This design comes from an exercise in tuning for small area, a short achievable clock period and few clock cycles per item on the open sky130 flow, not from production work. The RTL was checked by simulation tests, not by an equivalence proof against the original design.

### flow/design.v
module ldsdk_divc #(
    parameter integer N = 8,
    parameter integer D = 3
) (
    input  wire         neg,
    input  wire [N-1:0] x,
    output wire [N-1:0] q,
    output wire [D-1:0] r
);
    wire [D-1:0] st [0:N];
    assign st[N] = neg ? ({{(D-1){1'b0}}, 1'b1} << (D - 1)) : {{(D-1){1'b0}}, 1'b1};
    genvar i, j;
    generate
        for (i = N - 1; i >= 0; i = i - 1) begin : g_bit
            wire [D-1:0] cur = st[i+1];
            wire [D-1:0] nxt;
            wire [D-1:0] qterm;
            for (j = 0; j < D; j = j + 1) begin : g_st
                localparam integer R0 = ((j % 2) == 0) ? (j / 2) : ((j + D) / 2);
                localparam integer R1 = ((j % 2) == 1) ? ((j - 1) / 2) : ((j + D - 1) / 2);
                assign nxt[j] = x[i] ? cur[R1] : cur[R0];
                assign qterm[j] = (2 * j >= D) ? cur[j] :
                                  (2 * j + 1 >= D) ? (cur[j] & x[i]) : 1'b0;
            end
            assign q[i] = |qterm;
            assign st[i] = nxt;
        end
    endgenerate
    assign r = st[0];
endmodule
module ldsdk_pll #(
    parameter integer P_TICKS   = 240000,
    parameter integer REF_POINT = 1000,
    parameter integer TC        = 10,
    parameter integer K_CLIP    = 2,
    parameter integer G_LEAD    = 3,
    parameter integer G_CLIP    = 1,
    parameter integer G_INT     = 24,
    parameter integer SCALE     = 5,
    parameter integer TRIM_BITS = 10
) (
    input  wire                 clk,
    input  wire                 rst,
    input  wire                 in_valid,
    output wire                 in_ready,
    input  wire [15:0]          in_fn,
    input  wire [31:0]          in_t,
    input  wire                 in_wait_sync,
    input  wire                 in_sf_valid,
    input  wire [15:0]          in_sf_frame,
    output reg                  done,
    output reg                  start,
    output reg  [TRIM_BITS-1:0] trim_out,
    output reg                  sat,
    output wire [31:0]          phase,
    output wire [31:0]          err,
    output reg  [15:0]          last_fn,
    output wire [31:0]          last_fts,
    output reg                  fault
);
    function [32:0] add_rc;
        input [31:0] a;
        input [31:0] b;
        input        cin;
        integer i;
        reg c;
        begin
            c = cin;
            for (i = 0; i < 32; i = i + 1) begin
                add_rc[i] = a[i] ^ b[i] ^ c;
                c = (a[i] & b[i]) | (a[i] & c) | (b[i] & c);
            end
            add_rc[32] = c;
        end
    endfunction
    function [32:0] add_pf;
        input [31:0] a;
        input [31:0] b;
        input        cin;
        integer i, l, s;
        reg [31:0] g, p, gg, pp, g2, p2;
        begin
            g = a & b;
            p = a ^ b;
            gg = g;
            pp = p;
            gg[0] = g[0] | (p[0] & cin);
            for (l = 0; l < 5; l = l + 1) begin
                g2 = gg;
                p2 = pp;
                for (i = 0; i < 32; i = i + 1) begin
                    if (((i >> l) & 1) == 1) begin
                        s = ((i >> l) << l) - 1;
                        g2[i] = gg[i] | (pp[i] & gg[s]);
                        p2[i] = pp[i] & pp[s];
                    end
                end
                gg = g2;
                pp = p2;
            end
            add_pf[0] = p[0] ^ cin;
            for (i = 1; i < 32; i = i + 1)
                add_pf[i] = p[i] ^ gg[i-1];
            add_pf[32] = gg[31];
        end
    endfunction
    function ge_u;
        input [39:0] a;
        input [39:0] b;
        integer i;
        reg r;
        begin
            r = 1'b1;
            for (i = 0; i < 40; i = i + 1)
                r = (a[i] & ~b[i]) | (~(a[i] ^ b[i]) & r);
            ge_u = r;
        end
    endfunction
    assign in_ready = 1'b1;
    reg        v1;
    reg [31:0] t1;
    reg [15:0] fn1;
    reg        g1;
    always @(posedge clk) begin
        v1  <= !rst && in_valid;
        t1  <= in_t;
        fn1 <= in_fn;
        g1  <= in_wait_sync && (!in_sf_valid || (in_sf_frame == in_fn));
    end
    wire [24:0] th = t1[31:7];
    wire [6:0]  tl = t1[6:0];
    wire [7:0]  tlp_c = add_rc({25'd0, tl}, 32'd24, 1'b0);
    wire [6:0]  tlp = tlp_c[6:0];
    wire        bw  = !tlp_c[7];
    wire [12:0] rs_a, rs_b;
wire cs_1 = th[0] ^ th[11] ^ !th[14];
wire cs_2 = (th[0] & th[11]) | (th[0] & !th[14]) | (th[11] & !th[14]);
wire cs_3 = th[1] ^ th[12] ^ !th[14];
wire cs_4 = (th[1] & th[12]) | (th[1] & !th[14]) | (th[12] & !th[14]);
wire cs_5 = !th[17] ^ th[20];
wire cs_6 = !th[17] & th[20];
wire cs_7 = th[2] ^ th[11] ^ th[13];
wire cs_8 = (th[2] & th[11]) | (th[2] & th[13]) | (th[11] & th[13]);
wire cs_9 = th[15] ^ !th[18] ^ th[21];
wire cs_10 = (th[15] & !th[18]) | (th[15] & th[21]) | (!th[18] & th[21]);
wire cs_11 = !th[22] ^ !th[23];
wire cs_12 = !th[22] & !th[23];
wire cs_13 = th[3] ^ th[11] ^ th[12];
wire cs_14 = (th[3] & th[11]) | (th[3] & th[12]) | (th[11] & th[12]);
wire cs_15 = !th[14] ^ th[15] ^ !th[16];
wire cs_16 = (!th[14] & th[15]) | (!th[14] & !th[16]) | (th[15] & !th[16]);
wire cs_17 = !th[19] ^ !th[23] ^ !th[24];
wire cs_18 = (!th[19] & !th[23]) | (!th[19] & !th[24]) | (!th[23] & !th[24]);
wire cs_19 = th[4] ^ th[12] ^ th[13];
wire cs_20 = (th[4] & th[12]) | (th[4] & th[13]) | (th[12] & th[13]);
wire cs_21 = th[15] ^ !th[16] ^ !th[17];
wire cs_22 = (th[15] & !th[16]) | (th[15] & !th[17]) | (!th[16] & !th[17]);
wire cs_23 = th[5] ^ th[11] ^ th[13];
wire cs_24 = (th[5] & th[11]) | (th[5] & th[13]) | (th[11] & th[13]);
wire cs_25 = !th[14] ^ th[15];
wire cs_26 = !th[14] & th[15];
wire cs_27 = th[6] ^ th[12] ^ !th[14];
wire cs_28 = (th[6] & th[12]) | (th[6] & !th[14]) | (th[12] & !th[14]);
wire cs_29 = th[15] ^ !th[16] ^ !th[18];
wire cs_30 = (th[15] & !th[16]) | (th[15] & !th[18]) | (!th[16] & !th[18]);
wire cs_31 = !th[19] ^ th[20];
wire cs_32 = !th[19] & th[20];
wire cs_33 = th[7] ^ th[11] ^ th[13];
wire cs_34 = (th[7] & th[11]) | (th[7] & th[13]) | (th[11] & th[13]);
wire cs_35 = !th[14] ^ !th[17] ^ !th[19];
wire cs_36 = (!th[14] & !th[17]) | (!th[14] & !th[19]) | (!th[17] & !th[19]);
wire cs_37 = th[20] ^ th[21] ^ !th[23];
wire cs_38 = (th[20] & th[21]) | (th[20] & !th[23]) | (th[21] & !th[23]);
wire cs_39 = th[8] ^ th[12] ^ !th[14];
wire cs_40 = (th[8] & th[12]) | (th[8] & !th[14]) | (th[12] & !th[14]);
wire cs_41 = th[15] ^ !th[18] ^ th[20];
wire cs_42 = (th[15] & !th[18]) | (th[15] & th[20]) | (!th[18] & th[20]);
wire cs_43 = th[21] ^ !th[24];
wire cs_44 = th[21] & !th[24];
wire cs_45 = th[9] ^ th[13] ^ th[15];
wire cs_46 = (th[9] & th[13]) | (th[9] & th[15]) | (th[13] & th[15]);
wire cs_47 = cs_1 ^ th[15] ^ !th[16];
wire cs_48 = (cs_1 & th[15]) | (cs_1 & !th[16]) | (th[15] & !th[16]);
wire cs_49 = cs_3 ^ cs_5 ^ th[21];
wire cs_50 = (cs_3 & cs_5) | (cs_3 & th[21]) | (cs_5 & th[21]);
wire cs_51 = !th[22] ^ !th[23];
wire cs_52 = !th[22] & !th[23];
wire cs_53 = cs_7 ^ cs_9 ^ cs_11;
wire cs_54 = (cs_7 & cs_9) | (cs_7 & cs_11) | (cs_9 & cs_11);
wire cs_55 = !th[24] ^ cs_4 ^ cs_6;
wire cs_56 = (!th[24] & cs_4) | (!th[24] & cs_6) | (cs_4 & cs_6);
wire cs_57 = cs_13 ^ cs_15 ^ cs_17;
wire cs_58 = (cs_13 & cs_15) | (cs_13 & cs_17) | (cs_15 & cs_17);
wire cs_59 = cs_8 ^ cs_10 ^ cs_12;
wire cs_60 = (cs_8 & cs_10) | (cs_8 & cs_12) | (cs_10 & cs_12);
wire cs_61 = cs_19 ^ cs_21 ^ !th[24];
wire cs_62 = (cs_19 & cs_21) | (cs_19 & !th[24]) | (cs_21 & !th[24]);
wire cs_63 = cs_14 ^ cs_16 ^ cs_18;
wire cs_64 = (cs_14 & cs_16) | (cs_14 & cs_18) | (cs_16 & cs_18);
wire cs_65 = cs_23 ^ cs_25 ^ !th[17];
wire cs_66 = (cs_23 & cs_25) | (cs_23 & !th[17]) | (cs_25 & !th[17]);
wire cs_67 = !th[18] ^ cs_20 ^ cs_22;
wire cs_68 = (!th[18] & cs_20) | (!th[18] & cs_22) | (cs_20 & cs_22);
wire cs_69 = cs_27 ^ cs_29 ^ cs_31;
wire cs_70 = (cs_27 & cs_29) | (cs_27 & cs_31) | (cs_29 & cs_31);
wire cs_71 = !th[22] ^ cs_24 ^ cs_26;
wire cs_72 = (!th[22] & cs_24) | (!th[22] & cs_26) | (cs_24 & cs_26);
wire cs_73 = cs_33 ^ cs_35 ^ cs_37;
wire cs_74 = (cs_33 & cs_35) | (cs_33 & cs_37) | (cs_35 & cs_37);
wire cs_75 = cs_28 ^ cs_30 ^ cs_32;
wire cs_76 = (cs_28 & cs_30) | (cs_28 & cs_32) | (cs_30 & cs_32);
wire cs_77 = cs_39 ^ cs_41 ^ cs_43;
wire cs_78 = (cs_39 & cs_41) | (cs_39 & cs_43) | (cs_41 & cs_43);
wire cs_79 = cs_34 ^ cs_36 ^ cs_38;
wire cs_80 = (cs_34 & cs_36) | (cs_34 & cs_38) | (cs_36 & cs_38);
wire cs_81 = cs_45 ^ !th[19] ^ th[21];
wire cs_82 = (cs_45 & !th[19]) | (cs_45 & th[21]) | (!th[19] & th[21]);
wire cs_83 = cs_40 ^ cs_42 ^ cs_44;
wire cs_84 = (cs_40 & cs_42) | (cs_40 & cs_44) | (cs_42 & cs_44);
wire cs_85 = cs_47 ^ th[20];
wire cs_86 = cs_47 & th[20];
wire cs_87 = cs_49 ^ cs_51 ^ cs_2;
wire cs_88 = (cs_49 & cs_51) | (cs_49 & cs_2) | (cs_51 & cs_2);
wire cs_89 = cs_53 ^ cs_55 ^ cs_50;
wire cs_90 = (cs_53 & cs_55) | (cs_53 & cs_50) | (cs_55 & cs_50);
wire cs_91 = cs_57 ^ cs_59 ^ cs_54;
wire cs_92 = (cs_57 & cs_59) | (cs_57 & cs_54) | (cs_59 & cs_54);
wire cs_93 = cs_61 ^ cs_63 ^ cs_58;
wire cs_94 = (cs_61 & cs_63) | (cs_61 & cs_58) | (cs_63 & cs_58);
wire cs_95 = cs_65 ^ cs_67 ^ cs_62;
wire cs_96 = (cs_65 & cs_67) | (cs_65 & cs_62) | (cs_67 & cs_62);
wire cs_97 = cs_69 ^ cs_71 ^ cs_66;
wire cs_98 = (cs_69 & cs_71) | (cs_69 & cs_66) | (cs_71 & cs_66);
wire cs_99 = cs_73 ^ cs_75 ^ cs_70;
wire cs_100 = (cs_73 & cs_75) | (cs_73 & cs_70) | (cs_75 & cs_70);
wire cs_101 = cs_77 ^ cs_79 ^ cs_74;
wire cs_102 = (cs_77 & cs_79) | (cs_77 & cs_74) | (cs_79 & cs_74);
wire cs_103 = cs_81 ^ cs_83 ^ cs_78;
wire cs_104 = (cs_81 & cs_83) | (cs_81 & cs_78) | (cs_83 & cs_78);
wire cs_105 = th[10] ^ cs_46 ^ cs_82;
wire cs_106 = (th[10] & cs_46) | (th[10] & cs_82) | (cs_46 & cs_82);
wire cs_107 = cs_85 ^ !th[22];
wire cs_108 = cs_85 & !th[22];
wire cs_109 = cs_87 ^ cs_48 ^ cs_86;
wire cs_110 = (cs_87 & cs_48) | (cs_87 & cs_86) | (cs_48 & cs_86);
wire cs_111 = cs_89 ^ cs_52 ^ cs_88;
wire cs_112 = (cs_89 & cs_52) | (cs_89 & cs_88) | (cs_52 & cs_88);
wire cs_113 = cs_91 ^ cs_56 ^ cs_90;
wire cs_114 = (cs_91 & cs_56) | (cs_91 & cs_90) | (cs_56 & cs_90);
wire cs_115 = cs_93 ^ cs_60 ^ cs_92;
wire cs_116 = (cs_93 & cs_60) | (cs_93 & cs_92) | (cs_60 & cs_92);
wire cs_117 = cs_95 ^ cs_64 ^ cs_94;
wire cs_118 = (cs_95 & cs_64) | (cs_95 & cs_94) | (cs_64 & cs_94);
wire cs_119 = cs_97 ^ cs_68 ^ cs_96;
wire cs_120 = (cs_97 & cs_68) | (cs_97 & cs_96) | (cs_68 & cs_96);
wire cs_121 = cs_99 ^ cs_72 ^ cs_98;
wire cs_122 = (cs_99 & cs_72) | (cs_99 & cs_98) | (cs_72 & cs_98);
wire cs_123 = cs_101 ^ cs_76 ^ cs_100;
wire cs_124 = (cs_101 & cs_76) | (cs_101 & cs_100) | (cs_76 & cs_100);
wire cs_125 = cs_103 ^ cs_80 ^ cs_102;
wire cs_126 = (cs_103 & cs_80) | (cs_103 & cs_102) | (cs_80 & cs_102);
wire cs_127 = cs_105 ^ cs_84 ^ cs_104;
wire cs_128 = (cs_105 & cs_84) | (cs_105 & cs_104) | (cs_84 & cs_104);
assign rs_a = {1'b0, cs_106, cs_127, cs_125, cs_123, cs_121, cs_119, cs_117, cs_115, cs_113, cs_111, cs_109, cs_107};
assign rs_b = {1'b0, cs_128, cs_126, cs_124, cs_122, cs_120, cs_118, cs_116, cs_114, cs_112, cs_110, cs_108, !bw};
    wire [12:0] rs = add_pf({19'd0, rs_a}, {19'd0, rs_b}, 1'b0);
    wire k1 = ge_u({27'd0, rs}, 3269) || (tlp[6] && (rs == 13'd3268));
    wire k2 = ge_u({27'd0, rs}, 5144) || (tlp[6] && (rs == 13'd5143));
    wire k3 = ge_u({27'd0, rs}, 7019) || (tlp[6] && (rs == 13'd7018));
    wire km = !(ge_u({27'd0, rs}, 1394) || (tlp[6] && (rs == 13'd1393)));
    wire [10:0] kc = km ? 11'd1592 : k3 ? 11'd236 : k2 ? 11'd63 : k1 ? 11'd1938 : 11'd1765;
    wire [10:0] ph_hi = add_rc({21'd0, rs[10:0]}, {21'd0, kc}, 1'b0);
    reg        v2;
    reg [17:0] ph2;      
    reg [24:0] th2;
    reg [15:0] fn2;
    reg        g2;
    always @(posedge clk) begin
        v2  <= !rst && v1;
        ph2 <= v1 ? {ph_hi, tlp} : 18'd0;
        th2 <= th;
        fn2 <= fn1;
        g2  <= g1;
    end
    reg [21:0] lpr;      
    reg [17:0] qr;       
    reg        ir;       
    reg [25:0] u_q;      
    reg [2:0]  v_q;
    reg [4:0]  r_q;
    reg        flt;      
    reg        sz;
    wire [21:0] lpr_z = sz ? 22'd0 : lpr;
    wire [17:0] qr_z  = sz ? 18'd0 : qr;
    wire        ir_z  = !sz && ir;
    wire [25:0] u_z   = sz ? 26'd0 : u_q;
    wire [2:0]  v_z   = sz ? 3'd0 : v_q;
    wire [4:0]  r_z   = sz ? 5'd0 : r_q;
    wire        flt_z = !sz && flt;
    wire [21:0] ph2x = {{4{ph2[17]}}, ph2};
    wire [21:0] qnx  = ~{{4{qr_z[17]}}, qr_z};
    wire [21:0] l_s  = lpr_z ^ qnx ^ ph2x;
    wire [21:0] l_c  = (lpr_z & qnx) | (lpr_z & ph2x) | (qnx & ph2x);
    wire [21:0] lp   = add_pf({10'd0, l_s}, {10'd0, l_c[20:0], !ir_z}, 1'b0);
    wire [19:0] q10b;
    wire [4:0]  r10;
    ldsdk_divc #(.N(20), .D(5)) u_d10 (.neg(lp[21]), .x(lp[20:1]), .q(q10b), .r(r10));
    wire nz10 = !r10[0] || lp[0];
    wire [16:0] a3q;
    wire [2:0]  a3r;
    ldsdk_divc #(.N(17), .D(3)) u_a3 (.neg(lp[21]), .x(q10b[16:0]), .q(a3q), .r(a3r));
    wire [16:0] a5q;
    wire [4:0]  a5r;
    ldsdk_divc #(.N(17), .D(5)) u_a5 (.neg(lp[21]), .x(a3q), .q(a5q), .r(a5r));
    wire n2 = lp[21] && (!a3r[0] || nz10);
    wire [13:0] y3q;
    wire [2:0]  y3r;
    ldsdk_divc #(.N(14), .D(3)) u_y3 (.neg(ph2[17]), .x(ph2[16:3]), .q(y3q), .r(y3r));
    wire [13:0] y5q;
    wire [4:0]  y5r;
    ldsdk_divc #(.N(14), .D(5)) u_y5 (.neg(ph2[17]), .x(y3q), .q(y5q), .r(y5r));
    wire [2:0] pb = {y5r[4], y5r[3] | y5r[2], y5r[3] | y5r[1]};
    wire [1:0] r3 = {y3r[2], y3r[1]};
    wire [4:0] pc = {r3, ph2[2:0]};
    wire [5:0] rr = add_rc({27'd0, r_z}, {27'd0, pc}, 1'b0);
    wire       cr = rr[5] || (rr[4] && rr[3]);                  
    wire [4:0] rn = cr ? add_rc({27'd0, rr[4:0]}, 32'd8, 1'b0) : rr[4:0];    
    wire [3:0] vv = add_rc({29'd0, v_z}, {29'd0, pb}, cr);
    wire       cv = vv[3] || (vv[2] && (vv[1] || vv[0]));       
    wire [2:0] vn = cv ? add_rc({29'd0, vv[2:0]}, 32'd3, 1'b0) : vv[2:0];    
    wire [11:0] u_hi  = u_z[25:14];
    wire [11:0] u_hp1 = add_rc({20'd0, u_hi}, 32'd1, 1'b0);
    wire [11:0] u_hp2 = add_rc({20'd0, u_hi}, 32'd2, 1'b0);
    wire [11:0] u_hm1 = add_rc({20'd0, u_hi}, 32'hFFFFFFFF, 1'b0);
    wire [11:0] u_hm2 = add_rc({20'd0, u_hi}, 32'hFFFFFFFE, 1'b0);
    wire [14:0] un_lo = add_pf({18'd0, u_z[13:0]}, {18'd0, y5q[13:0]}, cv);
    wire        un_up = un_lo[14] && !ph2[17];       
    wire        un_dn = !un_lo[14] && ph2[17];       
    wire [11:0] un_hi = un_up ? u_hp1 : un_dn ? u_hm1 : u_hi;
    wire [25:0] un = {un_hi, un_lo[13:0]};
    wire [11:0] hmax = 12'd1092;
    wire [11:0] hmin = 12'hBBB;         
    wire [21:0] lo_n = {un_lo[13:0], vn, rn};
    wire lo_gt = ge_u({18'd0, lo_n}, {14'd4369, 3'd0, 5'd8});
    wire lo_lt = !ge_u({18'd0, lo_n}, {14'd12014, 3'd4, 5'd16});
    wire gt_p = ge_u({28'd0, u_hp1 ^ 12'h800}, (hmax + 12'd1) ^ 12'h800);
    wire gt_0 = ge_u({28'd0, u_hi  ^ 12'h800}, (hmax + 12'd1) ^ 12'h800);
    wire gt_m = ge_u({28'd0, u_hm1 ^ 12'h800}, (hmax + 12'd1) ^ 12'h800);
    wire lt_p = !ge_u({28'd0, u_hp1 ^ 12'h800}, hmin ^ 12'h800);
    wire lt_0 = !ge_u({28'd0, u_hi  ^ 12'h800}, hmin ^ 12'h800);
    wire lt_m = !ge_u({28'd0, u_hm1 ^ 12'h800}, hmin ^ 12'h800);
    wire eqx_p = (u_hp1 == hmax), eqx_0 = (u_hi == hmax), eqx_m = (u_hm1 == hmax);
    wire eqn_p = (u_hp1 == hmin), eqn_0 = (u_hi == hmin), eqn_m = (u_hm1 == hmin);
    wire h_gt  = un_up ? gt_p  : un_dn ? gt_m  : gt_0;
    wire h_lt  = un_up ? lt_p  : un_dn ? lt_m  : lt_0;
    wire h_eqx = un_up ? eqx_p : un_dn ? eqx_m : eqx_0;
    wire h_eqn = un_up ? eqn_p : un_dn ? eqn_m : eqn_0;
    wire it_ovf = h_gt || (h_eqx && lo_gt) || h_lt || (h_eqn && lo_lt);
    wire        bw2 = ph2[6] || ph2[5] || (ph2[4] && ph2[3]);
    wire [24:0] fts_n = add_rc({7'd0, th2}, {7'd0, ~{{14{ph2[17]}}, ph2[17:7]}}, !bw2);
    always @(posedge clk) begin
        if (rst)
            sz <= 1'b1;
        else if (v2)
            sz <= 1'b0;
    end
    always @(posedge clk) begin
        u_q <= un;
        v_q <= vn;
        r_q <= rn;
        if (v2) begin
            lpr <= lp;
            qr  <= {lp[21], q10b[16:0]};
            ir  <= lp[21] && nz10;
            flt <= flt_z || it_ovf;
        end
    end
    reg        v3;
    reg        pw3;      
    reg        ok3;      
    reg [17:0] ph3;
    reg [24:0] fts3;
    reg [15:0] fn3;
    reg        g3;
    reg [13:0] al3;      
    reg [2:0]  r53;      
    reg        n23;      
    always @(posedge clk) begin
        v3   <= !rst && v2;
        pw3  <= !flt_z;
        ok3  <= !flt_z && !it_ovf;
        ph3  <= ph2;
        fts3 <= fts_n;
        fn3  <= fn2;
        g3   <= g2;
        al3  <= a5q[13:0];
        r53  <= {a5r[4], a5r[3] | a5r[2], a5r[3] | a5r[1]};
        n23  <= n2;
    end
    wire n1 = u_q[25] && (r_q != 5'd0);
    wire [2:0] cl2  = ph3[17] ? 3'd0 : (ph3 != 18'd0) ? 3'd4 : 3'd2;
    wire [3:0] sg_a = add_rc({29'd0, r53}, {29'd0, v_q}, n1);
    wire [3:0] sg2  = add_rc({28'd0, sg_a}, {29'd0, cl2}, n23);
    wire [14:0] p_lo = add_rc({18'd0, u_q[13:0]}, {18'd0, al3}, 1'b0);
    wire        p_up = p_lo[14] && !al3[13];
    wire        p_dn = !p_lo[14] && al3[13];
    wire [11:0] p_hi = p_up ? u_hp1 : p_dn ? u_hm1 : u_hi;
    wire p_hneg  = p_hi[11];
    wire p_hz    = (p_hi == 12'd0);
    wire p_hm1   = (p_hi == 12'hFFF);
    wire p_lones = (p_lo[13:2] == 12'hFFF);
    wire p_lzero = (p_lo[13:2] == 12'd0);
    wire p_z     = p_hz && p_lzero && (p_lo[1:0] == 2'd0);
    wire p_m1    = p_hm1 && p_lones && (p_lo[1:0] == 2'd3);
    wire p_m2    = p_hm1 && p_lones && (p_lo[1:0] == 2'd2);
    wire sg_lt0  = !ge_u({36'd0, sg2}, 2);
    wire sg_lt5  = !ge_u({36'd0, sg2}, 7);
    wire sg_lt10 = !ge_u({36'd0, sg2}, 12);
    wire s_neg   = p_z ? sg_lt0 : p_m1 ? sg_lt5 : p_m2 ? sg_lt10 : p_hneg;
    reg [2:0] dd;
    always @* begin
        case ({s_neg, sg2})
            5'h00, 5'h01:                      dd = 3'b111;
            5'h02, 5'h03, 5'h04, 5'h05, 5'h06: dd = 3'd0;
            5'h07, 5'h08, 5'h09, 5'h0A, 5'h0B: dd = 3'd1;
            5'h0C, 5'h0D, 5'h0E, 5'h0F:        dd = 3'd2;
            5'h10, 5'h11, 5'h12:               dd = 3'd0;
            5'h13, 5'h14, 5'h15, 5'h16, 5'h17: dd = 3'd1;
            5'h18, 5'h19, 5'h1A, 5'h1B, 5'h1C: dd = 3'd2;
            default:                           dd = 3'd3;
        endcase
    end
    wire [2:0]  e_l2  = add_rc({30'd0, p_lo[1:0]}, {30'd0, dd[1:0]}, 1'b0);
    wire        e_c2  = e_l2[2] && !dd[2];               
    wire        e_b2  = !e_l2[2] && dd[2];               
    wire [12:0] e_mi  = add_rc({20'd0, p_lo[13:2]}, 32'd1, 1'b0);
    wire [12:0] e_md  = add_rc({20'd0, p_lo[13:2]}, 32'h00000FFF, 1'b0);
    wire [11:0] e_mid = e_c2 ? e_mi[11:0] : e_b2 ? e_md[11:0] : p_lo[13:2];
    wire        e_ci  = e_c2 && p_lones;                 
    wire        e_bi  = e_b2 && p_lzero;                 
    wire        k_p2  = p_up && e_ci;
    wire        k_p1  = (p_up && !e_ci && !e_bi) || (!p_up && !p_dn && e_ci);
    wire        k_m1  = (p_dn && !e_ci && !e_bi) || (!p_up && !p_dn && e_bi);
    wire        k_m2  = p_dn && e_bi;
    wire [11:0] e_hi  = k_p2 ? u_hp2 : k_p1 ? u_hp1 : k_m1 ? u_hm1 : k_m2 ? u_hm2 : u_hi;
    wire [25:0] e     = {e_hi, e_mid, e_l2[1:0]};
    wire e_hi_s = !e[25] && ge_u({14'd0, e}, 513);           
    wire e_lo_s = e[25] && !ge_u({14'd0, e}, 26'h3FFFE01);   
    wire [9:0] e_neg = add_rc({22'd0, ~e[9:0]}, 32'd0, 1'b1);
    reg [17:0] phase_q;
    reg [25:0] err_q;
    reg [24:0] fts_q;
    reg        fts_w;
    assign phase    = {{14{phase_q[17]}}, phase_q};
    assign err      = {{6{err_q[25]}}, err_q};
    assign last_fts = {fts_q, fts_w, fts_w, 1'b0, fts_w, 3'b000};
    always @(posedge clk) begin
        if (rst) begin
            done     <= 1'b0;
            start    <= 1'b0;
            trim_out <= {TRIM_BITS{1'b0}};
            sat      <= 1'b0;
            phase_q  <= 18'd0;
            err_q    <= 26'd0;
            last_fn  <= 16'd0;
            fts_q    <= 25'd0;
            fts_w    <= 1'b0;
            fault    <= 1'b0;
        end else begin
            done  <= v3;
            start <= v3 && ok3 && g3;
            if (v3) begin
                fault <= !ok3;
                if (pw3) phase_q <= ph3;
                if (ok3) begin
                    err_q    <= e;
                    sat      <= e_hi_s || e_lo_s;
                    trim_out <= e_lo_s ? 10'h1FF : e_hi_s ? 10'h200 : e_neg;
                    last_fn  <= fn3;
                    fts_q    <= fts3;
                    fts_w    <= 1'b1;
                end
            end
        end
    end
endmodule
### flow/flow/run.sh
#!/bin/bash
# The standard layout (standard.sh) with three changes:
#  - synthesis maps the combinational logic with flow/abc_nf.script, an
#    area-oriented ABC script (&nf with relaxed delay), in place of ORFS's
#    abc_area.script; everything else in synthesis is synth_recipe.tcl as is
#    (synth -nofsm -noshare, flatten, renames; registers untouched by ABC)
#  - the port buffers are sky130_fd_sc_hd__buf_1
#  - after placement, flow/upsize.tcl gives the flip-flops that drive
#    several output ports a stronger drive (dfxtp_4)
# Each ORFS step's full log stays in orfs/logs/; make's output goes to
# standard_place.log and standard_finish.log, the resizing step's to upsize.log.
set -e
here=$(pwd)
{
  echo "proc abc {args} {"
  echo "  set i [lsearch -exact \$args -script]"
  echo "  if {\$i >= 0} { lset args [expr {\$i + 1}] $here/flow/abc_nf.script }"
  echo "  yosys abc {*}\$args"
  echo "}"
  cat synth_recipe.tcl
} > synth_abc_nf.tcl
args=("SYNTH_SCRIPT=$here/synth_abc_nf.tcl" "BUFFER_PORTS_ARGS=-buffer_cell sky130_fd_sc_hd__buf_1")
bash standard.sh "${args[@]}" place > standard_place.log 2>&1
UPSIZE_RESULTS=$here/orfs/results/sky130hd/ldsdk_pll/base openroad -no_init -exit flow/upsize.tcl > upsize.log 2>&1
bash standard.sh "${args[@]}" finish > standard_finish.log 2>&1
### flow/flow/abc_nf.script
strash
&get -n
&fraig -x
&put
dc2
strash
&get -n
&dch -f
&nf -R 1000 -p
&put
buffer -c
topo
stime -c
upsize -c
dnsize -c
### flow/flow/upsize.tcl
# Between placement and CTS: a flip-flop whose output drives several output
# ports (the sign bits of phase and err are repeated over their upper bits)
# gets a stronger drive, sky130_fd_sc_hd__dfxtp_4 in place of dfxtp_1.
set R $::env(UPSIZE_RESULTS)
read_db $R/3_place.odb
read_liberty $::env(FLOW_HOME)/platforms/sky130hd/lib/sky130_fd_sc_hd__tt_025C_1v80.lib
set block [ord::get_db_block]
set n 0
foreach inst [$block getInsts] {
  if {[[$inst getMaster] getName] ne "sky130_fd_sc_hd__dfxtp_1"} { continue }
  set net [[$inst findITerm Q] getNet]
  if {$net eq "NULL"} { continue }
  set nout 0
  foreach it [$net getITerms] {
    if {[string match "output*" [[$it getInst] getName]]} { incr nout }
  }
  if {$nout > 2} {
    replace_cell [$inst getName] sky130_fd_sc_hd__dfxtp_4
    puts "upsized [$inst getName]: drives $nout output buffers"
    incr n
  }
}
puts "upsized $n flip-flops"
detailed_placement
check_placement
write_db $R/3_place.odb
### flow/standard.sh
#!/bin/bash
# synth_recipe.tcl (not shown) runs the flow's synth.tcl, then flattens the netlist and writes it again
# the make line also repeats each setting of config.mk as NAME=value (left out here)
make -C /OpenROAD-flow-scripts/flow DESIGN_CONFIG=/design/flow/config.mk WORK_HOME=/design/flow/orfs CLKGATE_MAP_FILE= SYNTH_SCRIPT=/design/flow/synth_recipe.tcl "${@:-finish}"
### flow/config.mk
export PLATFORM = sky130hd
export DESIGN_NAME = ldsdk_pll
export DESIGN_NICKNAME = ldsdk_pll
export VERILOG_FILES = /design/flow/design.v
export SDC_FILE = /design/flow/constraint.sdc
export NUM_CORES = 4
export LEC_CHECK = 0
export ABC_AREA = 1
export CAP_MARGIN = 20
export CORE_MARGIN = 2
export CORE_UTILIZATION = 70
export CTS_CLUSTER_DIAMETER = 80
export CTS_CLUSTER_SIZE = 18
export PLACE_DENSITY = 0.85
export SLEW_MARGIN = 20
### flow/constraint.sdc
create_clock -name core_clock -period 70.0 [get_ports {clk}]
set_input_delay 14.0000 -clock core_clock [delete_from_list [all_inputs] [get_ports {clk}]]
set_output_delay 14.0000 -clock core_clock [all_outputs]
set_load 0.01 [all_outputs]
==> results of run 1 <==
[final timing paths]
kind | startpoint | endpoint | slack (ns) | depth (start not counted)
max | phase_q[17] | phase[18] | 54.80 | 1
min | fn2[5] | fn3[5] | 0.33 | 0
max reg2reg | ph2[17] | flt | 57.16 | 61
min reg2reg | fn2[5] | fn3[5] | 0.33 | 0
[sequential cells by signal, indices dropped and copies added (netlist names), 18 cells and up]
signal and count:
fts3 25, err_q 26, ph3 18, fts_q 25, lpr 21, ph2 18
phase_q 18, th2 25, t1 32, u_q 26, qr 18
[cell type report]
| cell class | count | area, um2 | share of cell area |
|---|---|---|---|
| Multi-Input combinational cell | 1598 | 12800 | 0.537 |
| Sequential cell | 368 | 7790 | 0.326 |
| Inverter | 329 | 1230 | 0.0517 |
| Timing Repair Buffer | 200 | 815 | 0.0341 |
| Clock buffer | 29 | 641 | 0.0268 |
| Tap cell | 402 | 503 | 0.0210 |
| Clock inverter | 6 | 85.1 | 0.00356 |
| Antenna cell | 1 | 2.50 | 0.000105 |
[metal layers]
| layer | vias to the layer above | routed length (um) |
|---|---|---|
| met2 | 657 | 26300 |
| li1 | 8176 | - |
| met5 | - | 28 |
| met4 | 4 | 1880 |
| met3 | 126 | 3950 |
| met1 | 8212 | 22400 |
[cells in the mapped netlist (all sizes together), types with 12 or more instances]
cell and instances:
o221ai 19, xnor2 37, and2 30, nand2b 74, nand4 12, nand2 199, clkbuf 59, nand3 37
edfxtp 41, a21oi 141, dfxtp 327, nor2 168, o21ai 125, nor2b 63, nor3 29, inv 328
fa 150, a22o 53, mux2i 110, xor2 25, nor4 16, o22ai 12, ha 141, a21o 15
buf 42, mux2 19
[metrics by stage]
step,hold WS (ns),cells,area [um2]
after global placement,0.310,2895,23100
after global routing,0.334,2933,23900
after floorplan,0.310,2396,22400
after CTS,0.329,2930,23900
final,0.328,2933,23900
after detailed placement,0.312,2895,23100
[kinds of logic (layout without fill, tap and decap cells)]
family | after synthesis | count (layout) | synth area share
compound gates | 445 | 445 | 0.129
flops | 368 | 368 | 0.348
simple gates | 666 | 666 | 0.145
buf+inv | 430 | 564 | 0.0791
mux | 129 | 129 | 0.0609
fa+ha+maj | 291 | 291 | 0.213
xor+xnor | 62 | 62 | 0.0246
other cells | 2 | 6 | 0.000336
==> impl_metrics.env, run 1 <==
export IMPL_die_y_um=183
export IMPL_ys_flop_type="dfxtp_1"
export IMPL_yosysWarnings=6
export IMPL_die_w_um=183
export IMPL_path_delay_family="flip-flops"
export IMPL_synthTopCellsByArea="dfxtp_1 (29%), fa_1 (13%), ha_1 (7.9%), edfxtp_1 (5.5%), inv_1 (5.4%)"
export IMPL_path_class="flip-flop to output pin"
export IMPL_met1_usage=0.421
export IMPL_pre_cts_ws_ns=54.33
export IMPL_critPathSlowestCell="dfxtp_4"
export IMPL_crit_fanout=16
export IMPL_syn_area_mm2=0.0224
export IMPL_grt_ovfl_total=0
export IMPL_setup_ws_ns=54.80
export IMPL_crit_chain="buf_1"
export IMPL_worstPathRequired_ns=56.00
export IMPL_avgSynthCellArea_um2=9.34
export IMPL_grt_usage=0.326
export IMPL_synth_distinct_cells=83
export IMPL_hpwl_um=42000
export IMPL_fin_tns_setup_ns=0
export IMPL_use_met2=0.555
export IMPL_grt_util_met3=0.0559
export IMPL_finalCritPeriodShare=0.217
export IMPL_io_buffers=190
export IMPL_async_flop_share=0
export IMPL_wirelength_um=54500
export IMPL_ys_seq_area_frac=0.348
export IMPL_synth_top_area_frac=0.293
export IMPL_cts_buffer_depth=3
export IMPL_synth_seq_cells=368
export IMPL_tightest_slew_ns=0.937
export IMPL_clockRootBuffer="clkbuf_16"
export IMPL_slew_headroom=0.359
export IMPL_status="no timing/DRC/antenna violations"
export IMPL_cts_buffers=25
export IMPL_gp_congestion=0.942
export IMPL_worst_path_buf_inv=1
export IMPL_initial_core_util=0.710
export IMPL_worstHoldPathType="flip-flop to flip-flop"
export IMPL_start_kind="flip-flop"
export IMPL_ant_nets=0
export IMPL_drive_gt1_frac=0.0498
export IMPL_num_vias=17200
export IMPL_drtIter0Drc=1161
export IMPL_routedWlPerCell_um=18.6
export IMPL_rows=65
export IMPL_die_area_mm2=0.0334
export IMPL_postCtsResizedCells=0
export IMPL_slowest_delay_ns=0.45
export IMPL_synth_top_area_cell="dfxtp_1"
export IMPL_mostFrequentLayoutCells="dfxtp_1 (322), inv_1 (321), nand2_1 (198), buf_1 (189), nor2_1 (160)"
export IMPL_maxCapViolations=0
export IMPL_insertion_delay_ns=0.57
export IMPL_cp_arrival_ns=1.20
export IMPL_synth_edf_count=41
export IMPL_fmax_ghz=0.0658
export IMPL_cts_sinks=368
export IMPL_finish_utilization=0.760
export IMPL_rsz0062_at_grt="false"
export IMPL_clk_pin_slew_ns=0.08
export IMPL_cp_end_kind="output pin"
export IMPL_antenna_found_initial=3
export IMPL_fillers=2147
export IMPL_post_synth_inst_count=2393
export IMPL_slew_viol_final=0
export IMPL_grt_max_degree=53
export IMPL_syn2layout_area_growth_pct=6.95
export IMPL_min_period_ns=15.20
export IMPL_grt_pass1_wl_um=87200
export IMPL_top_usage_layer="met2"
export IMPL_core_area_mm2=0.0315
export IMPL_setup_viol=0
export IMPL_cts_tree="done"
export IMPL_final_nets=2882
export IMPL_post_cts_buffers=0
export IMPL_hold_violations=0
export IMPL_drc=0
export IMPL_h_tree_depth=1
export IMPL_viasPerCell=5.86
export IMPL_grt_pass1_vias=17300
export IMPL_finClkSkew_ns=0.0140
export IMPL_cts_hold_buffers_added=0
export IMPL_final_common_cell="dfxtp_1"
export IMPL_drtPass1Iterations=8
export IMPL_pin_count=196
Testbench counts, summed over its fixed seeds: cycles 3,224, items 3,200.
==> inputs of run 2 (changes only) <==
--- a/flow/config.mk
+++ b/flow/config.mk
@@ -10,6 +10,6 @@
 export CORE_MARGIN = 2
 export CORE_UTILIZATION = 70
-export CTS_CLUSTER_DIAMETER = 80
-export CTS_CLUSTER_SIZE = 18
+export CTS_CLUSTER_DIAMETER = 60
+export CTS_CLUSTER_SIZE = 24
 export PLACE_DENSITY = 0.85
 export SLEW_MARGIN = 20
==> impl_metrics.env, run 2 <==
export IMPL_slew_headroom=0.357
export IMPL_synth_top_area_cell="dfxtp_1"
export IMPL_h_tree_depth=1
export IMPL_final_nets=2883
export IMPL_synthTopCellsByArea="dfxtp_1 (29%), fa_1 (13%), ha_1 (7.9%), edfxtp_1 (5.5%), inv_1 (5.4%)"
export IMPL_finish_utilization=0.766
export IMPL_ys_flop_type="dfxtp_1"
export IMPL_grt_ovfl_total=0
export IMPL_clockRootBuffer="clkbuf_16"
export IMPL_syn2layout_area_growth_pct=7.85
export IMPL_drc=0
export IMPL_min_delay_path_depth=0
export IMPL_status="no timing/DRC/antenna violations"
export IMPL_crit_fanout=16
export IMPL_cts_sinks=368
export IMPL_synth_common_cells="dfxtp_1 (327), inv_1 (321), nand2_1 (198)"
export IMPL_avgSynthCellArea_um2=9.34
export IMPL_largest_register_ffs=32
export IMPL_routedWlPerCell_um=18.7
export IMPL_layoutNonFillerInstCount=2941
export IMPL_maxCapViolations=0
export IMPL_fin_tns_setup_ns=0
export IMPL_async_flop_share=0
export IMPL_path_delay_family="flip-flops"
export IMPL_postCtsResizedCells=0
export IMPL_dp_cells=2895
export IMPL_rows=65
export IMPL_min_period_ns=15.22
export IMPL_initial_core_util=0.710
export IMPL_rsz0062_at_grt="false"
export IMPL_insertion_delay_ns=0.58
export IMPL_post_synth_inst_count=2393
export IMPL_yosysWarnings=6
export IMPL_io_buffers=190
export IMPL_num_vias=17400
export IMPL_mostFrequentLayoutCells="dfxtp_1 (322), inv_1 (321), nand2_1 (198), buf_1 (189), nor2_1 (160)"
export IMPL_viasPerCell=5.91
export IMPL_die_area_mm2=0.0334
export IMPL_hpwl_um=42000
export IMPL_cts_buffers=27
export IMPL_path_class="flip-flop to output pin"
export IMPL_worstPathRequired_ns=56.00
export IMPL_start_kind="flip-flop"
export IMPL_antennaDiodeCount=0
export IMPL_core_area_mm2=0.0315
export IMPL_tightest_slew_ns=0.958
export IMPL_placed_area_mm2=0.0231
export IMPL_worstHoldPathType="flip-flop to flip-flop"
export IMPL_die_y_um=183
export IMPL_grt_pass1_wl_um=88400
export IMPL_fmax_ghz=0.0657
export IMPL_synth_most_common_cell="dfxtp_1"
export IMPL_setup_viol=0
export IMPL_grt_usage=0.332
export IMPL_worst_path_buf_inv=1
export IMPL_hold_violations=0
export IMPL_gp_congestion=0.942
export IMPL_crit_cells=1
export IMPL_regMostFlops="t1"
export IMPL_ys_seq_area_frac=0.348
export IMPL_syn_area_mm2=0.0224
export IMPL_cts_tree="done"
export IMPL_cts_hold_buffers_added=0
export IMPL_post_cts_buffers=0
export IMPL_final_common_cell="dfxtp_1"
export IMPL_cp_arrival_ns=1.22
export IMPL_finalCritPeriodShare=0.217
export IMPL_fin_area_mm2=0.0241
export IMPL_cp_end_kind="output pin"
export IMPL_synth_top_area_frac=0.293
export IMPL_pin_count=196
export IMPL_fillers=2104
export IMPL_reg2reg_depth=61
export IMPL_grt_max_degree=53
export IMPL_grt_pass1_vias=17500
export IMPL_drive_gt1_frac=0.0544
export IMPL_finClkSkew_ns=0.0272
export IMPL_crit_chain="buf_1"
export IMPL_synth_seq_cells=368
export IMPL_die_w_um=183
export IMPL_antenna_found_initial=1
export IMPL_synth_edf_count=41
export IMPL_drtPass1Iterations=5
export IMPL_slowest_delay_ns=0.45
export IMPL_clk_pin_slew_ns=0.09
export IMPL_slew_viol_final=0
export IMPL_ant_nets=0
export IMPL_drtIter0Drc=1169
export IMPL_top_regs="t1: 32 flops, err_q: 26 flops, u_q: 26 flops"
export IMPL_synth_distinct_cells=83
export IMPL_wirelength_um=55100
export IMPL_cts_buffer_depth=3
export IMPL_critPathSlowestCell="dfxtp_4"
-- run 2: cell count changes in the layout (fill, tap and decap cells not counted), moves of 2 or more --
cell       previous run  this run
clkbuf_1              4         1
clkbuf_16            25        27
inv_8                 0         2
inv_16                1         3
clkinv_8              1         4
inv_12                0         4
clkinv_2              2         0
-- run 2: metal layers --
| metal | GRT usage | vias to the layer above | routed length, um |
|---|---|---|---|
| met5 | 0 | - | 14 |
| li1 | - | 8194 | - |
| met3 | 0.0463 | 158 | 3880 |
| met4 | 0.133 | 2 | 2290 |
| met2 | 0.564 | 679 | 26400 |
| met1 | 0.432 | 8335 | 22600 |
-- run 2: cell families (layout without fill, tap and decap cells) --
logic type,after synthesis,after routing,synth area share
simple gates,666,666,0.145
compound gates,445,445,0.129
buf+inv,430,573,0.0791
flops,368,368,0.348
fa+ha+maj,291,291,0.213
mux,129,129,0.0609
xor+xnor,62,62,0.0246
other cells,2,5,0.000336
-- run 2: cell type report --
cell class,count,area (um2),share of cell area
Clock inverter,17,268,0.0111
Timing Repair Buffer,199,795,0.0330
Tap cell,402,503,0.0209
Inverter,329,1230,0.0512
Clock buffer,28,679,0.0282
Multi-Input combinational cell,1598,12800,0.532
Sequential cell,368,7790,0.323
-- run 2: worst paths after layout --
kind,start,endpoint,slack [ns]
worst max-delay path,phase_q[17],phase[18],54.78
worst min-delay path,fn1[8],fn2[8],0.33
worst max register to register,ph2[17],flt,57.09
worst min register to register,fn1[8],fn2[8],0.33
-- run 2: metrics by stage --
| stage | setup WS [ns] | hold WS (ns) |
|---|---|---|
| final | 54.78 | 0.332 |
| after global routing | 54.72 | 0.338 |
| after floorplan | 55.03 | 0.310 |
| after global placement | 54.42 | 0.310 |
| after CTS | 54.77 | 0.332 |
| after detailed placement | 54.33 | 0.312 |
==> inputs of run 3 (changes only) <==
--- a/flow/config.mk
+++ b/flow/config.mk
@@ -10,6 +10,7 @@
 export CORE_MARGIN = 2
 export CORE_UTILIZATION = 70
+export CTS_BUF_LIST = sky130_fd_sc_hd__clkbuf_8
 export CTS_CLUSTER_DIAMETER = 60
-export CTS_CLUSTER_SIZE = 24
+export CTS_CLUSTER_SIZE = 14
 export PLACE_DENSITY = 0.85
 export SLEW_MARGIN = 20
==> impl_metrics.env, run 3 <==
export IMPL_status="no timing/DRC/antenna violations"
export IMPL_drive_gt1_frac=0.0554
export IMPL_hpwl_um=42000
export IMPL_grt_pass1_wl_um=86500
export IMPL_synth_common_cells="dfxtp_1 (327), inv_1 (321), nand2_1 (198)"
export IMPL_synth_distinct_cells=83
export IMPL_cts_tree="done"
export IMPL_cts_sinks=368
export IMPL_fillers=2195
export IMPL_die_area_mm2=0.0334
export IMPL_synth_top_area_cell="dfxtp_1"
export IMPL_min_period_ns=15.22
export IMPL_regMostFlops="t1"
export IMPL_clk_pin_slew_ns=0.10
export IMPL_gp_congestion=0.942
export IMPL_post_synth_inst_count=2393
export IMPL_rows=65
export IMPL_fmax_ghz=0.0657
export IMPL_largest_register_ffs=32
export IMPL_antenna_found_initial=1
export IMPL_post_cts_buffers=0
export IMPL_fin_tns_setup_ns=0
export IMPL_synth_edf_count=41
export IMPL_worst_path_buf_inv=1
export IMPL_crit_fanout=16
export IMPL_path_delay_family="flip-flops"
export IMPL_pin_count=196
export IMPL_multi_input_area_mm2=0.0128
export IMPL_syn2layout_area_growth_pct=6.45
export IMPL_die_y_um=183
export IMPL_slowest_delay_ns=0.46
export IMPL_crit_chain="buf_1"
export IMPL_finalCritPeriodShare=0.217
export IMPL_path_class="flip-flop to output pin"
export IMPL_insertion_delay_ns=0.59
export IMPL_rsz0062_at_grt="false"
export IMPL_synthTopCellsByArea="dfxtp_1 (29%), fa_1 (13%), ha_1 (7.9%), edfxtp_1 (5.5%), inv_1 (5.4%)"
export IMPL_die_w_um=183
export IMPL_async_flop_share=0
export IMPL_viasPerCell=5.85
export IMPL_top_regs="t1: 32 flops, err_q: 26 flops, u_q: 26 flops"
export IMPL_seq_area_mm2=0.00779
export IMPL_cp_end_kind="output pin"
export IMPL_tightest_slew_ns=0.902
export IMPL_grt_usage=0.325
export IMPL_core_area_mm2=0.0315
export IMPL_drtPass1Iterations=6
export IMPL_mostFrequentLayoutCells="inv_1 (326), dfxtp_1 (322), nand2_1 (198), buf_1 (189), nor2_1 (160)"
export IMPL_cp_arrival_ns=1.22
export IMPL_pre_cts_ws_ns=54.33
export IMPL_num_vias=17200
export IMPL_drtIter0Drc=1215
export IMPL_initial_core_util=0.710
export IMPL_final_nets=2891
export IMPL_cts_buffer_depth=3
export IMPL_io_buffers=190
export IMPL_ys_flop_type="dfxtp_1"
export IMPL_fin_area_mm2=0.0238
export IMPL_grt_max_degree=53
export IMPL_h_tree_depth=2
export IMPL_yosysWarnings=6
export IMPL_synth_top_area_frac=0.293
export IMPL_ant_nets=0
export IMPL_placed_area_mm2=0.0231
export IMPL_wirelength_um=54100
export IMPL_start_kind="flip-flop"
export IMPL_slew_headroom=0.383
export IMPL_layoutNonFillerInstCount=2948
export IMPL_final_common_cell="inv_1"
export IMPL_setup_ws_ns=54.78
export IMPL_dp_cells=2895
export IMPL_routedWlPerCell_um=18.3
export IMPL_syn_area_mm2=0.0224
export IMPL_clockRootBuffer="clkbuf_8"
export IMPL_ys_seq_area_frac=0.348
export IMPL_maxCapViolations=0
export IMPL_cts_buffers=35
export IMPL_finClkSkew_ns=0.0257
export IMPL_holdWs_ns=0.330
export IMPL_grt_pass1_vias=17200
export IMPL_synth_seq_cells=368
export IMPL_postCtsResizedCells=0
export IMPL_worstPathRequired_ns=56.00
export IMPL_antennaDiodeCount=0
export IMPL_critPathSlowestCell="dfxtp_4"
export IMPL_synth_most_common_cell="dfxtp_1"
export IMPL_grt_ovfl_total=0
export IMPL_cts_hold_buffers_added=0
export IMPL_setup_viol=0
export IMPL_hold_violations=0
export IMPL_worstHoldPathType="flip-flop to flip-flop"
export IMPL_slew_viol_final=0
export IMPL_avgSynthCellArea_um2=9.34
export IMPL_drc=0
[run 3: worst paths after layout]
path | slack [ns] | from | end | cells after the start
setup / recovery | 54.78 | phase_q[17] | phase[18] | 1
hold / removal | 0.33 | g2 | g3 | 0
setup reg to reg | 57.20 | ph2[17] | flt | 61
hold reg to reg | 0.33 | g2 | g3 | 0
[run 3: cell type report]
cell class                 count  share of cell area
inverter                     329              0.0519
tap                          402              0.0211
multi-input combinational   1598               0.539
clock inverter                16             0.00589
clock buffer                  36              0.0208
timing repair buffer         199              0.0334
sequential                   368               0.328
[run 3: through the flow]
step	util
2_1_floorplan	-
3_3_place_gp	0.735
5_1_grt	0.756
6_report	0.756
4_1_cts	0.755
3_5_place_dp	0.735
[run 3: cell families (layout without fill, tap and decap cells)]
logic type,Yosys count,after routing,share of synthesized area
AND/OR/NAND/NOR,666,666,0.145
AO/OA/AOI/OAI,445,445,0.129
buffers and inverters,430,580,0.0791
flip-flops,368,368,0.348
adder cells (fa/ha/maj),291,291,0.213
multiplexers,129,129,0.0609
XOR/XNOR,62,62,0.0246
other,2,5,0.000336
[run 3: per-layer routing]
layer / part of all wire / track usage / wire length (um)
met2: 0.47 / 0.546 / 25700
met4: 0.039 / 0.123 / 2110
met3: 0.072 / 0.0519 / 3870
met1: 0.41 / 0.425 / 22400
met5: 0.00024 / 0 / 13
==> inputs of run 4 (changes only) <==
--- a/flow/flow/run.sh
+++ b/flow/flow/run.sh
@@ -4,5 +4,7 @@
 #    area-oriented ABC script (&nf with relaxed delay), in place of ORFS's
 #    abc_area.script; everything else in synthesis is synth_recipe.tcl as is
-#    (synth -nofsm -noshare, flatten, renames; registers untouched by ABC)
+#    (synth -nofsm -noshare, flatten, renames; registers untouched by ABC);
+#    ADDER_MAP_FILE is left empty, so the adders are not extracted into
+#    fa/ha cells first but mapped by ABC with the rest of the logic
 #  - the port buffers are sky130_fd_sc_hd__buf_1
 #  - after placement, flow/upsize.tcl gives the flip-flops that drive
@@ -20,5 +22,5 @@
   cat synth_recipe.tcl
 } > synth_abc_nf.tcl
-args=("SYNTH_SCRIPT=$here/synth_abc_nf.tcl" "BUFFER_PORTS_ARGS=-buffer_cell sky130_fd_sc_hd__buf_1")
+args=("SYNTH_SCRIPT=$here/synth_abc_nf.tcl" "ADDER_MAP_FILE=" "BUFFER_PORTS_ARGS=-buffer_cell sky130_fd_sc_hd__buf_1")
 bash standard.sh "${args[@]}" place > standard_place.log 2>&1
 UPSIZE_RESULTS=$here/orfs/results/sky130hd/ldsdk_pll/base openroad -no_init -exit flow/upsize.tcl > upsize.log 2>&1
==> impl_metrics.env, run 4 <==
export IMPL_top_regs="t1: 32 flops, err_q: 26 flops, u_q: 26 flops"
export IMPL_pin_count=196
export IMPL_pre_cts_ws_ns=54.05
export IMPL_grt_pass1_vias=17400
export IMPL_initial_core_util=0.715
export IMPL_critPathSlowestCell="dfxtp_2"
export IMPL_grt_max_degree=47
export IMPL_grt_ovfl_total=0
export IMPL_synth_seq_cells=368
export IMPL_drive_gt1_frac=0.0530
export IMPL_final_nets=2727
export IMPL_mostFrequentLayoutCells="dfxtp_1 (321), nand2_1 (282), nor2_1 (222), xnor2_1 (221), buf_1 (189)"
export IMPL_fillers=2139
export IMPL_ant_nets=0
export IMPL_post_cts_buffers=0
export IMPL_syn_area_mm2=0.0214
export IMPL_fin_tns_setup_ns=0
export IMPL_routedWlPerCell_um=16.9
export IMPL_synthTopCellsByArea="dfxtp_1 (31%), xnor2_1 (9.1%), mux2i_1 (6.3%), edfxtp_1 (5.8%), nand2_1 (5.0%)"
export IMPL_grt_usage=0.321
export IMPL_fmax_ghz=0.0632
export IMPL_core_area_mm2=0.0299
export IMPL_slowest_delay_ns=0.80
export IMPL_min_period_ns=15.83
export IMPL_clockRootBuffer="clkbuf_8"
export IMPL_die_w_um=179
export IMPL_cts_hold_buffers_added=0
export IMPL_die_area_mm2=0.0319
export IMPL_clk_pin_slew_ns=0.09
export IMPL_drtPass1Iterations=7
export IMPL_ys_flop_type="dfxtp_1"
export IMPL_finClkSkew_ns=0.0355
export IMPL_crit_path_frequent_cell="maj3_2"
export IMPL_viasPerCell=5.94
export IMPL_cts_buffer_depth=3
export IMPL_synth_common_cells="dfxtp_1 (327), nand2_1 (282), nor2_1 (224)"
export IMPL_hpwl_um=39400
export IMPL_gp_congestion=0.919
export IMPL_finalCritPeriodShare=0.226
export IMPL_post_synth_inst_count=2534
export IMPL_path_class="flip-flop to flip-flop"
export IMPL_status="no timing/DRC/antenna violations"
export IMPL_rsz0062_at_grt="false"
export IMPL_num_vias=18200
export IMPL_cts_buffers=36
export IMPL_start_kind="flip-flop"
export IMPL_drtIter0Drc=1357
export IMPL_hold_violations=0
export IMPL_cp_arrival_ns=16.28
export IMPL_synth_most_common_cell="dfxtp_1"
export IMPL_synth_edf_count=41
export IMPL_cts_sinks=368
export IMPL_crit_fanout=36
export IMPL_io_buffers=190
export IMPL_cts_tree="done"
export IMPL_largest_register_ffs=32
export IMPL_insertion_delay_ns=0.58
export IMPL_cp_end_kind="flip-flop"
export IMPL_worstHoldPathType="flip-flop to flip-flop"
export IMPL_slew_viol_final=0
export IMPL_syn2layout_area_growth_pct=7.13
export IMPL_yosysWarnings=6
export IMPL_setup_viol=0
export IMPL_wirelength_um=51800
export IMPL_tightest_slew_ns=1.07
export IMPL_ys_seq_area_frac=0.364
export IMPL_setup_ws_ns=54.17
export IMPL_synth_top_area_cell="dfxtp_1"
export IMPL_maxCapViolations=0
export IMPL_die_y_um=179
export IMPL_postCtsResizedCells=0
export IMPL_final_common_cell="dfxtp_1"
export IMPL_holdWs_ns=0.318
export IMPL_antenna_found_initial=1
export IMPL_avgSynthCellArea_um2=8.43
export IMPL_worstPathRequired_ns=70.44
export IMPL_slew_headroom=0.285
export IMPL_antennaDiodeCount=0
export IMPL_rows=63
export IMPL_h_tree_depth=2
export IMPL_grt_pass1_wl_um=83300
export IMPL_synth_top_area_frac=0.306
export IMPL_finish_utilization=0.766
export IMPL_async_flop_share=0
export IMPL_regMostFlops="t1"
export IMPL_synth_distinct_cells=73
export IMPL_drc=0
run 4: changes by cell type after synthesis, moves of 26 or more:
cell / previous run / this run
o21ai_0: 89 / 173
mux2i_1: 101 / 134
nand2_1: 198 / 282
maj3_1: 0 / 50
inv_1: 321 / 70
nor2_1: 162 / 224
fa_1: 150 / 0
nor3b_1: 1 / 34
xnor2_1: 37 / 221
xor2_1: 24 / 76
ha_1: 141 / 0
a21oi_1: 123 / 149
run 4: metrics by stage:
stage	std cells	instance area, um2
finish	3069	22900
global route	3069	22900
CTS	3067	22800
detailed placement	3008	22100
global placement	3008	22100
floorplan	2537	21400
run 4: cells by family after synthesis:
| group | Yosys count | share of synthesized area |
|---|---|---|
| simple gates | 882 | 0.198 |
| buf+inv | 193 | 0.0392 |
| other cells | 2 | 0.000352 |
| mux | 170 | 0.0819 |
| flops | 368 | 0.364 |
| xor+xnor | 300 | 0.125 |
| fa+ha+maj | 69 | 0.0334 |
| compound gates | 550 | 0.159 |
run 4: cell type report:
type / instances / area [um2] / area share
sequential: 368 / 7790 / 0.340
tap: 390 / 488 / 0.0213
inverter: 76 / 285 / 0.0125
clock inverter: 22 / 216 / 0.00946
clock buffer: 37 / 509 / 0.0223
timing repair buffer: 200 / 822 / 0.0359
multi-input combinational: 1976 / 12800 / 0.558
run 4: layer usage:
layer  global-route usage  vias up  share of wire
li1                     -     9014              -
met1                0.402     8472           0.41
met2                0.565      630           0.48
met3               0.0445      123          0.070
met4                0.113        0          0.032
met5                    0        -              0
run 4: worst max-delay path: cells and delay by family (launching register included):
kind | cells | cell delay, ns
fa+ha+maj | 19 | 6.55
compound gates | 13 | 3.16
mux | 11 | 2.71
simple gates | 7 | 1.01
xor+xnor | 2 | 0.83
flops | 1 | 0.80
buf+inv | 2 | 0.59
run 4: worst paths after layout:
check                           startpoint      end  slack [ns]  cells after the start
worst max-delay path                    sz   r53[1]       54.17                     54
worst min-delay path               fn2[10]  fn3[10]        0.32                      0
worst max register to register          sz   r53[1]       54.17                     54
worst min register to register     fn2[10]  fn3[10]        0.32                      0
==> inputs of run 5 (changes only) <==
--- a/flow/config.mk
+++ b/flow/config.mk
@@ -10,7 +10,6 @@
 export CORE_MARGIN = 2
 export CORE_UTILIZATION = 70
-export CTS_BUF_LIST = sky130_fd_sc_hd__clkbuf_8
-export CTS_CLUSTER_DIAMETER = 60
-export CTS_CLUSTER_SIZE = 14
+export CTS_CLUSTER_DIAMETER = 80
+export CTS_CLUSTER_SIZE = 18
 export PLACE_DENSITY = 0.85
 export SLEW_MARGIN = 20
==> impl_metrics.env, run 5 <==
export IMPL_use_met2=0.584
export IMPL_initial_core_util=0.715
export IMPL_cts_sinks=368
export IMPL_ant_nets=0
export IMPL_h_tree_depth=1
export IMPL_tightest_slew_ns=1.06
export IMPL_slowest_delay_ns=0.79
export IMPL_cts_tree="done"
export IMPL_clockRootBuffer="clkbuf_16"
export IMPL_dp_cells=3008
export IMPL_synthTopCellsByArea="dfxtp_1 (31%), xnor2_1 (9.1%), mux2i_1 (6.3%), edfxtp_1 (5.8%), nand2_1 (5.0%)"
export IMPL_clk_pin_slew_ns=0.08
export IMPL_yosysWarnings=6
export IMPL_syn_area_mm2=0.0214
export IMPL_synth_edf_count=41
export IMPL_grt_pass1_wl_um=84400
export IMPL_met1_usage=0.407
export IMPL_worstPathRequired_ns=70.50
export IMPL_layoutNonFillerInstCount=3049
export IMPL_synth_seq_cells=368
export IMPL_drtPass1Iterations=7
export IMPL_slew_headroom=0.294
export IMPL_synth_distinct_cells=73
export IMPL_status="no timing/DRC/antenna violations"
export IMPL_fillers=2148
export IMPL_r2r_start="sz"
export IMPL_die_w_um=179
export IMPL_holdWs_ns=0.322
export IMPL_cts_hold_buffers_added=0
export IMPL_fin_tns_setup_ns=0
export IMPL_cts_buffer_depth=3
export IMPL_wirelength_um=52700
export IMPL_finish_utilization=0.767
export IMPL_seq_area_mm2=0.00779
export IMPL_hpwl_um=39400
export IMPL_syn2layout_area_growth_pct=7.26
export IMPL_num_vias=18300
export IMPL_hold_violations=0
export IMPL_ys_flop_type="dfxtp_1"
export IMPL_drive_gt1_frac=0.0463
export IMPL_largest_register_ffs=32
export IMPL_synth_common_cells="dfxtp_1 (327), nand2_1 (282), nor2_1 (224)"
export IMPL_setup_viol=0
export IMPL_synth_top_area_frac=0.306
export IMPL_mostFrequentLayoutCells="dfxtp_1 (321), nand2_1 (282), nor2_1 (222), xnor2_1 (221), buf_1 (189)"
export IMPL_drtIter0Drc=1407
export IMPL_multi_input_area_mm2=0.0128
export IMPL_path_class="flip-flop to flip-flop"
export IMPL_rsz0062_at_grt="false"
export IMPL_insertion_delay_ns=0.56
export IMPL_hp_start="fn1[7]"
export IMPL_r2r_slack_ns=54.25
export IMPL_cp_end_kind="flip-flop"
export IMPL_fmax_ghz=0.0635
export IMPL_ys_seq_area_frac=0.364
export IMPL_post_synth_inst_count=2534
export IMPL_cp_arrival_ns=16.25
export IMPL_synth_most_common_cell="dfxtp_1"
export IMPL_reg2reg_depth=55
export IMPL_top_regs="t1: 32 flops, err_q: 26 flops, u_q: 26 flops"
export IMPL_worstHoldPathType="flip-flop to flip-flop"
export IMPL_rows=63
export IMPL_postCtsResizedCells=0
export IMPL_avgSynthCellArea_um2=8.43
export IMPL_grt_util_met3=0.0390
export IMPL_placed_area_mm2=0.0221
export IMPL_min_period_ns=15.75
export IMPL_reg2reg_to="r53[0]"
export IMPL_core_area_mm2=0.0299
export IMPL_synth_top_area_cell="dfxtp_1"
export IMPL_min_delay_path_depth=0
export IMPL_critPathSlowestCell="dfxtp_2"
export IMPL_fin_area_mm2=0.0229
export IMPL_viasPerCell=6.01
export IMPL_top_usage_layer="met2"
export IMPL_maxCapViolations=0
export IMPL_crit_path_frequent_cell="maj3_2"
export IMPL_finalCritPeriodShare=0.225
export IMPL_die_y_um=179
export IMPL_start_kind="flip-flop"
export IMPL_antennaDiodeCount=0
export IMPL_slew_viol_final=0
export IMPL_io_buffers=190
export IMPL_crit_fanout=36
export IMPL_finClkSkew_ns=0.0129
export IMPL_routedWlPerCell_um=17.3
export IMPL_grt_usage=0.325
export IMPL_gp_congestion=0.919
export IMPL_drc=0
export IMPL_die_area_mm2=0.0319
export IMPL_grt_max_degree=47
export IMPL_cts_buffers=25
export IMPL_final_nets=2716
export IMPL_grt_pass1_vias=17400
export IMPL_pin_count=196
export IMPL_antenna_found_initial=1
export IMPL_async_flop_share=0
export IMPL_grt_ovfl_total=0
export IMPL_post_cts_buffers=0
export IMPL_hold_path_end="fn2[7]"
export IMPL_regMostFlops="t1"
export IMPL_final_common_cell="dfxtp_1"
[run 5: logic make-up after synthesis]
family / synth area share
muxes: 0.0819
DFF: 0.364
buffers and inverters: 0.0392
AOI/OAI and AO/OA: 0.159
other: 0.000352
adders and majority gates: 0.0334
xor gates and xnor gates: 0.125
and+or+nand+nor: 0.198
[run 5: final cells by class]
cell class	count	area share
Clock buffer	35	0.0303
Clock inverter	4	0.00257
Inverter	76	0.0125
Multi-Input combinational cell	1976	0.557
Sequential cell	368	0.340
Tap cell	390	0.0213
Timing Repair Buffer	200	0.0359
[run 5: metal layers]
layer / up-vias / wire length [um]
met1: 8569 / 21900
met5: - / 0
li1: 8982 / -
met4: 0 / 1670
met3: 112 / 3530
met2: 668 / 25600
[run 5: how the worst max path moves through the flow]
stage,startpoint,end,slack [ns]
after CTS,sz,r53[1],54.35
after global routing,sz,r53[0],53.25
after detailed placement,rst,fts_q[3],54.05
after global placement,rst,last_fn[9],54.09
after floorplan,rst,fault,54.82
final,sz,r53[0],54.25
[run 5: worst max-delay path: cells and delay by family (launching register included)]
kind                       cells  cell delay (ns)
AOI/OAI and AO/OA             13             3.14
DFF                            1             0.79
xor gates and xnor gates       2             0.84
muxes                         10             2.51
buffers and inverters          2             0.61
adders and majority gates     19             6.55
and+or+nand+nor                9             1.22
[run 5: metrics by stage]
stage | setup slack (ns)
2_1_floorplan | 54.82
3_3_place_gp | 54.09
3_5_place_dp | 54.05
4_1_cts | 54.35
5_1_grt | 53.25
6_report | 54.25

==> afterwards: timing with drivers on the ports <==
No port has a modelled driver above. Below, the same layouts with a new extraction and two added sets of constraints. Step 1 sets driving cells, clkbuf_16 on the clock port and buf_2 on the other inputs (assumed; they add their load-dependent delay and slew). Step 2, shift: input delay + t, output delay - t, t = (earliest + latest rising clock arrival at the registers) / 2. This alone moves slack from input paths to output paths. Slacks: ideal / step 1 / step 2; pairs: ideal / step 1.
| run | t (ns) | slack for setup (ns) | worst setup path after step 2 |
|---|---|---|---|
| run 1 | 0.606 | 54.797 / 54.749 / 54.302 | input to register |
| run 2 | 0.623 | 54.784 / 54.731 / 54.297 | input to register |
| run 3 | 0.619 | 54.778 / 54.732 / 54.272 | input to register |
| run 4 | 0.609 | 54.166 / 54.166 / 53.990 | input to register |
| run 5 | 0.603 | 54.249 / 54.249 / 53.997 | input to register |
After both steps every run listed still meets setup and hold. For run 3, which loses most, drivers alone change the setup slack by -0.046 ns; drivers and shift together by -0.506 ns.
